Context: an optimization exercise on an open-source flow, tuned for small area. The choices shown serve that exercise and are no tape-out recipe.
In this exercise RTL edits were held to simulation tests only and were not proved equivalent to the original.
Power and IR drop assume default switching activity.

Design bisecur_codec, start of the top module:
module bisecur_codec (
    input  wire         clk,
    input  wire         rst,
    input  wire [31:0]  te_short,
    input  wire [31:0]  te_delta,
    input  wire         op_valid,
    input  wire [7:0]   op_code,
    input  wire         op_level,
    input  wire [31:0]  op_dur,
    input  wire         op_en,
    input  wire         op_src,
    input  wire         op_key_valid,
    input  wire         op_rep_valid,
    input  wire [15:0]  op_bit_count,
    input  wire [31:0]  op_repeat,
    input  wire [175:0] op_key,
    output reg          rsp_valid,
    output reg  [2:0]   rsp_status,
    output reg          rsp_sym_valid,
    output reg          rsp_sym_level,
    output reg  [31:0]  rsp_sym_dur,
    output reg          pkt_ready,
    output wire         rx_full,
    output wire [175:0] pkt_key,
    output wire [7:0]   pkt_calc,
    output wire         pkt_known,
    output wire         pkt_ok,
    output wire         pkt_valid
);
clock: 14.0 ns
lec_check: 0
cap_margin: 20
core_margin: 2
core_utilization: 40
slew_margin: 20
run.sh (not shown) runs the stock make flow with config.mk's settings and CLKGATE_MAP_FILE= SYNTH_SCRIPT=/design/flow/synth_recipe.tcl, a recipe that flattens the netlist after the stock synthesis.
The starting point completed and failed the layout checks on negative setup slack.
Next try:
--- a/flow/design.v
+++ b/flow/design.v
@@ -34,22 +34,43 @@
     localparam [2:0] S_FD0  = 3'd4;    
     localparam [2:0] S_FD1  = 3'd5;    
     localparam [2:0] S_CPL  = 3'd6;
     function [32:0] add32;
         input [31:0] a, b;
         input        ci;
         integer k;
-        reg c;
+        reg c, c0, c1;
+        reg [15:0] s0, s1;
         begin
             c = ci;
-            for (k = 0; k < 32; k = k + 1) begin
+            for (k = 0; k < 16; k = k + 1) begin
                 add32[k] = a[k] ^ b[k] ^ c;
                 c = (a[k] & b[k]) | (a[k] & c) | (b[k] & c);
             end
-            add32[32] = c;
+            c0 = 1'b0;
+            c1 = 1'b1;
+            for (k = 16; k < 32; k = k + 1) begin
+                s0[k-16] = a[k] ^ b[k] ^ c0;
+                c0 = (a[k] & b[k]) | (a[k] & c0) | (b[k] & c0);
+                s1[k-16] = a[k] ^ b[k] ^ c1;
+                c1 = (a[k] & b[k]) | (a[k] & c1) | (b[k] & c1);
+            end
+            add32[31:16] = c ? s1 : s0;
+            add32[32] = c ? c1 : c0;
+        end
+    endfunction
+    function [31:0] add3;
+        input [31:0] a, b, d;
+        reg [31:0] ps, pc;
+        reg [32:0] r;
+        begin
+            ps = a ^ b ^ d;
+            pc = (a & b) | (a & d) | (b & d);
+            r = add32(ps, {pc[30:0], 1'b0}, 1'b0);
+            add3 = r[31:0];
         end
     endfunction
     function lt32;
         input [31:0] a, b;
         integer k;
         reg c;
         begin
@@ -79,22 +100,19 @@
     wire op_parse  = (op_code == 8'h42);
     wire op_ser    = (op_code == 8'h43);
     wire op_load   = (op_code == 8'h50);
     wire op_yield  = (op_code == 8'h51);
     wire op_stop   = (op_code == 8'h52);
     wire op_legal  = op_dreset | op_feed | op_setcb | op_parse | op_ser |
                      op_load | op_yield | op_stop;
-    wire [32:0] fl_s = add32(te_short, {1'b0, te_short[31:1]}, 1'b0);
-    wire [31:0] n_firstlow = fl_s[31:0];
     wire [31:0] te_long = {te_short[30:0], 1'b0};
     wire [31:0] n_mark  = {te_short[28:0], 3'b000};
     reg s1, s2, s8, sf;      
     wire [31:0] x_base = ({32{s1}} & te_short) | ({32{s2}} & te_long) | ({32{s8}} & n_mark);
-    wire [32:0] x_s    = add32(x_base, {32{sf}} & n_firstlow, 1'b0);
-    wire [31:0] x_nom  = x_s[31:0];
+    wire [31:0] x_nom  = add3(x_base, {32{sf}} & te_short, {32{sf}} & {1'b0, te_short[31:1]});
     wire [32:0] d_hi = add32(op_dur, te_delta, 1'b0);      
     wire [32:0] d_lo = add32(op_dur, ~te_delta, 1'b1);     
     wire m_short = (d_hi[32] | lt32(te_short, d_hi[31:0])) & (~d_lo[32] | lt32(d_lo[31:0], te_short));
     wire m_long  = (d_hi[32] | lt32(te_long,  d_hi[31:0])) & (~d_lo[32] | lt32(d_lo[31:0], te_long));
     wire m_x     = (d_hi[32] | lt32(x_nom,    d_hi[31:0])) & (~d_lo[32] | lt32(d_lo[31:0], x_nom));
     wire cx160 = pbuf[108] ^ pbuf[92];
     wire cx161 = pbuf[118] ^ pbuf[113];
@@ -693,14 +711,20 @@
                     else dnext = k_short ? S_FD0 : S_FD1;
                 end
         default: ;
         endcase
     end
     wire ld_ok   = (op_bit_count == 16'd176) & op_key_valid;
     wire parse_go = op_src | (dstate == S_CPL);
+    wire p_ld   = ~rst & op_valid & op_parse & parse_go;
+    wire p_ldk  = p_ld & op_src;
+    wire p_ldd  = p_ld & ~op_src;
+    wire p_hold = ~rst & ~p_ld;
+    always @(posedge clk)
+        pbuf <= ({176{p_ldk}} & op_key) | ({176{p_ldd}} & dbuf) | ({176{p_hold}} & pbuf);
     always @(posedge clk) begin
         rsp_sym_dur   <= x_nom;
         rsp_sym_level <= e_level;
         rsp_sym_valid <= e_run;
         rsp_status    <= !op_legal                      ? 3'd4 :
                          (op_parse & ~parse_go)         ? 3'd3 :
                          (op_ser & ~p_valid)            ? 3'd3 :
@@ -758,30 +782,26 @@
                 e_sub  <= e_same;
                 if (!e_same) e_cnt <= e_cnt + 8'd1;
             end
         end
         if (rst) begin
             dstate    <= S_RST;
             cb_en     <= 1'b0;
-            pbuf      <= 176'd0;
             p_valid   <= 1'b0;
             eactive   <= 1'b0;
             rsp_valid <= 1'b0;
             pkt_ready <= 1'b0;
         end else begin
             rsp_valid <= op_valid;
             pkt_ready <= op_valid & op_feed & d_app & d175 & cb_en;
             if (op_valid) begin
                 if (op_dreset) dstate <= S_RST;
                 if (op_feed) dstate <= dnext;
                 if (op_setcb) cb_en <= op_en;
-                if (op_parse && parse_go) begin
-                    pbuf    <= op_src ? op_key : dbuf;
-                    p_valid <= 1'b1;
-                end
+                if (op_parse && parse_go) p_valid <= 1'b1;
                 if (op_load) eactive <= ld_ok;
                 if (op_yield && !e_run) eactive <= 1'b0;
                 if (op_stop) eactive <= 1'b0;
             end
         end
     end
 endmodule
Outcome:
- The new run went through all stages and came out clean
- via count rises by 5.6%
- total power went up by 0.93%
- sequential power barely changes
- critical path depth drops by 11
- design area decreases by 0.99%
- routed wire length came out higher by 2.4%
- die area rose by 3.9%
- clock skew goes up by 13 ps
- worst setup slack is better by 3100 ps
- sequential share of layout area climbs by 0.34 points

[afterwards: timing with drivers on the ports]
In the flow no input, the clock included, has a driving cell. The finished layouts below were timed again as built, in two steps.
Step 1 sets driving cells, clkbuf_16 on the clock port and buf_2 on the other inputs (assumed; they add their load-dependent delay and slew).
Step 2 adds t to the input delays and takes it off the output delays; t is the mean of the earliest and latest rising clock arrival at the registers after step 1. Input paths then give back, and output paths get back, about the clock's delay inside the block.
Slacks: no drivers / after step 1 / after step 2; pairs: no drivers / after step 1.
| run | shift t [ns] | setup WS [ns] | clock arrival spread, ns | worst register clock-pin slew, ns |
|---|---|---|---|---|
| the first run | 0.691 | -2.589 / -2.578 / -3.269 | 0.029 / 0.029 | 0.07 / 0.07 |
| the second run | 0.696 | 0.531 / 0.549 / -0.147 | 0.043 / 0.042 | 0.07 / 0.07 |
Met with ideal ports but missed after step 2: setup timing in the second run. For the first run, which loses most, drivers alone change the setup slack by +0.011 ns; drivers and shift together by -0.680 ns.
